What follows belongs to an exercise in optimizing a design on an open flow for small area, a short achievable clock period and few clock cycles; a production flow would make more cautious choices.
The RTL was checked by simulation tests, not by an equivalence proof against the original design.
No activity file was given, so power comes from the tool's default toggle rates.

== the previous run ==
==> flow/design.v (excerpt) <==
module eac3lc (
    input  wire        clk,
    input  wire        rst,
    input  wire        host_req,
    input  wire        host_we,
    input  wire        host_buf,
    input  wire [7:0]  host_addr,
    input  wire [31:0] host_wdata,
    output reg  [31:0] host_rdata,
    output wire        busy
);
    localparam [31:0] ID_VALUE = 32'h4C433136;
    localparam [3:0] R_ID = 4'h0, R_CMD = 4'h1, R_STATUS = 4'h2, R_LEN = 4'h3,
                     R_ARG_A = 4'h4, R_ARG_B = 4'h5, R_ARG_C = 4'h6, R_RESULT = 4'h7,
                     R_FCOUNT = 4'h8, R_TRIM = 4'h9, R_CURSOR = 4'hA, R_CAP = 4'hB;
    localparam [3:0] O_OK = 4'h0, O_NO_SYNC = 4'h1, O_TRUNCATED = 4'h2, O_RESYNC_EXH = 4'h3,
                     O_NOT_FOUND = 4'h4, O_ILLEGAL = 4'h5;
    localparam [3:0] S_BT0  = 4'd0,     
                     S_BT1  = 4'd1,     
                     S_BT2  = 4'd2,     
                     S_CR1  = 4'd3,     
                     S_CRC  = 4'd4,     
                     S_SCAN = 4'd5,     
                     S_PA   = 4'd6,     
                     S_PB   = 4'd7,
                     S_PC   = 4'd8,
                     S_FR1  = 4'd9,     
                     S_FR2  = 4'd10,    
                     S_STRM = 4'd11,    
                     S_FINW = 4'd12,    
                     S_ILL  = 4'd13;
  ...
clock: 12.0 ns
lec_check: 0
cap_margin: 20
core_margin: 2
core_utilization: 40
place_density: 0.5
setup_slack_margin: 5
slew_margin: 20
run.sh (not shown) runs the stock make flow with config.mk's settings and CLKGATE_MAP_FILE= SYNTH_SCRIPT=/design/flow/synth_recipe.tcl, a recipe that flattens the netlist after the stock synthesis.
Testbench counts of the previous run, summed over its fixed seeds: cycles 32,240.
### the previous run -> the current run
-- flow/design.v --
<<< the previous run, line 84
    reg [6:0]  cka;          
    reg [1:0]  ckp;          
    reg        tneg;         
    reg [5:0]  tdh;          
    reg        busy_o;       
    assign busy = busy_o;
    wire        h_reg_wr = host_req &  host_we & ~host_buf;
    wire        h_buf_wr = host_req &  host_we &  host_buf;
>>> the current run, line 84
    reg [6:0]  cka;          
    reg [1:0]  ckp;          
    assign busy = st_busy;
    wire        h_reg_wr = host_req &  host_we & ~host_buf;
    wire        h_buf_wr = host_req &  host_we &  host_buf;
<<< the previous run, line 114
    wire [12:0] fl      = {1'b0, lenhi, lo, 1'b0} + 13'd2;
    wire [7:0]  em2     = {1'b0, sa} + {1'b0, lo[5:0], 1'b0};     
    wire [7:0]  tdiff   = {1'b0, lc} - {1'b0, sa} - 8'd2;
    wire        f_trunc = abig || tneg || lenhi != 3'd0 || lo > {2'b00, tdh};
    wire [12:0] ffl     = {6'd0, flo, 1'b0} + 13'd2;
    reg  [7:0]  mval;
>>> the current run, line 111
    wire [12:0] fl      = {1'b0, lenhi, lo, 1'b0} + 13'd2;
    wire [7:0]  em2     = {1'b0, sa} + {1'b0, lo[5:0], 1'b0};     
    wire        f_trunc = abig || lenhi != 3'd0 || lo[7:6] != 2'b00 ||
                          ({1'b0, em2} + 9'd2 > {2'b00, lc});
    wire [12:0] ffl     = {6'd0, flo, 1'b0} + 13'd2;
    reg  [7:0]  mval;
<<< the previous run, line 262
        if (rst) begin
            st_busy     <= 1'b0;
            busy_o      <= 1'b0;
            st_done     <= 1'b0;
            st_outcome  <= 4'd0;
>>> the current run, line 259
        if (rst) begin
            st_busy     <= 1'b0;
            st_done     <= 1'b0;
            st_outcome  <= 4'd0;
<<< the previous run, line 273
        end else if (accept) begin
            st_busy    <= 1'b1;
            busy_o     <= 1'b1;
            st_done    <= 1'b0;
            st_outcome <= 4'd0;
>>> the current run, line 269
        end else if (accept) begin
            st_busy    <= 1'b1;
            st_done    <= 1'b0;
            st_outcome <= 4'd0;
<<< the previous run, line 385
                        case (mode)
                            M_FIND: begin fin_code = O_NOT_FOUND; fin_val = 32'hFFFF_FFFF; end
                            M_SEEK: fin_code = O_NO_SYNC;
                            default: begin
                                fin_code = O_RESYNC_EXH;
                            end
                        endcase
>>> the current run, line 380
                        case (mode)
                            M_FIND: begin fin_code = O_NOT_FOUND; fin_val = 32'hFFFF_FFFF; end
                            M_SEEK: begin fin_code = O_NO_SYNC; fin_val = 32'd0; end
                            default: begin
                                fin_code = O_RESYNC_EXH; fin_val = {25'd0, frame_count};
                            end
                        endcase
<<< the previous run, line 398
                    issue = 1'b1;
                    lenhi <= qin ? rq[2:0] : 3'd0;
                    tneg  <= tdiff[7];
                    tdh   <= tdiff[6:1];
                    crc   <= cs_out;
                    state <= S_FR2;
                    if (is_run && near) begin
                        fin = 1'b1;
                    end
                end
>>> the current run, line 393
                    issue = 1'b1;
                    lenhi <= qin ? rq[2:0] : 3'd0;
                    crc   <= cs_out;
                    state <= S_FR2;
                    if (is_run && near) begin
                        fin = 1'b1; fin_res = 1'b1; fin_val = {25'd0, frame_count};
                    end
                end
<<< the previous run, line 418
                    end else if (f_trunc) begin
                        fin = 1'b1; fin_res = 1'b1; fin_code = O_TRUNCATED;
                        fin_val = {19'd0, fl};
                    end else if (!(lenhi == 3'd0 && lo < 8'd5)) begin
                        lim <= em2[6:0];
>>> the current run, line 411
                    end else if (f_trunc) begin
                        fin = 1'b1; fin_res = 1'b1; fin_code = O_TRUNCATED;
                        fin_val = is_run ? {25'd0, frame_count} : {19'd0, fl};
                    end else if (!(lenhi == 3'd0 && lo < 8'd5)) begin
                        lim <= em2[6:0];
<<< the previous run, line 445
                    if (ckp != 2'd2) begin
                        fin = 1'b1; fin_res = 1'b1;
                        fin_val = {crc, 3'd0, ffl};
                    end
                end
>>> the current run, line 438
                    if (ckp != 2'd2) begin
                        fin = 1'b1; fin_res = 1'b1;
                        fin_val = is_run ? {25'd0, frame_count} : {crc, 3'd0, ffl};
                    end
                end
<<< the previous run, line 457
                st_outcome <= fin_code;
                st_busy    <= 1'b0;
                busy_o     <= 1'b0;
                st_done    <= 1'b1;
                if (is_run) result <= {25'd0, frame_count};
                else if (fin_res) result <= fin_val;
                if (is_run) cursor <= sa - trim;
            end
>>> the current run, line 450
                st_outcome <= fin_code;
                st_busy    <= 1'b0;
                st_done    <= 1'b1;
                if (fin_res) result <= fin_val;
                if (is_run) cursor <= sa - trim;
            end
==> run notes <==
The current run vs. the previous run: internal portion of total power rose by 1.5%, total design power picked up an extra 0.73%, count of inverters not on the clock network in the layout lost 19, average footprint of a synthesized cell now sits lower. Area after synthesis, the current run vs the previous run: down slightly. On critical path depth: the current run sits above the previous run. Of the two values seen for capturing element of the worst setup path, lim[2] was produced by the previous run and result[4] by the current run.
Testbench counts of the current run, summed over its fixed seeds: cycles 32,240.

[separate check: timing with driven ports]
No port has a modelled driver above. Below, the same layouts with a new extraction and two added sets of constraints.
Step 1 (the two cells are an assumption about what drives the block):
set clk [get_ports {clk}]
set_driving_cell -lib_cell sky130_fd_sc_hd__clkbuf_16 $clk
set_driving_cell -lib_cell sky130_fd_sc_hd__buf_2 [delete_from_list [all_inputs] $clk]
Step 2 adds t to the input delays and takes it off the output delays; t is the mean of the earliest and latest rising clock arrival at the registers after step 1. Input paths then give back, and output paths get back, about the clock's delay inside the block.
a / b / c = ideal / step 1 / step 2; a / b = the first two.
run	t (ns)	slack for setup (ns)	worst register clock-pin slew, ns
the previous run	0.746	6.154 / 6.203 / 5.457	0.07 / 0.07
the current run	0.744	5.326 / 5.326 / 5.293	0.07 / 0.07
After both steps setup and hold are still met in every run listed. The setup slack of the previous run, which loses most, moves by +0.049 ns with the drivers and by -0.697 ns with both steps.
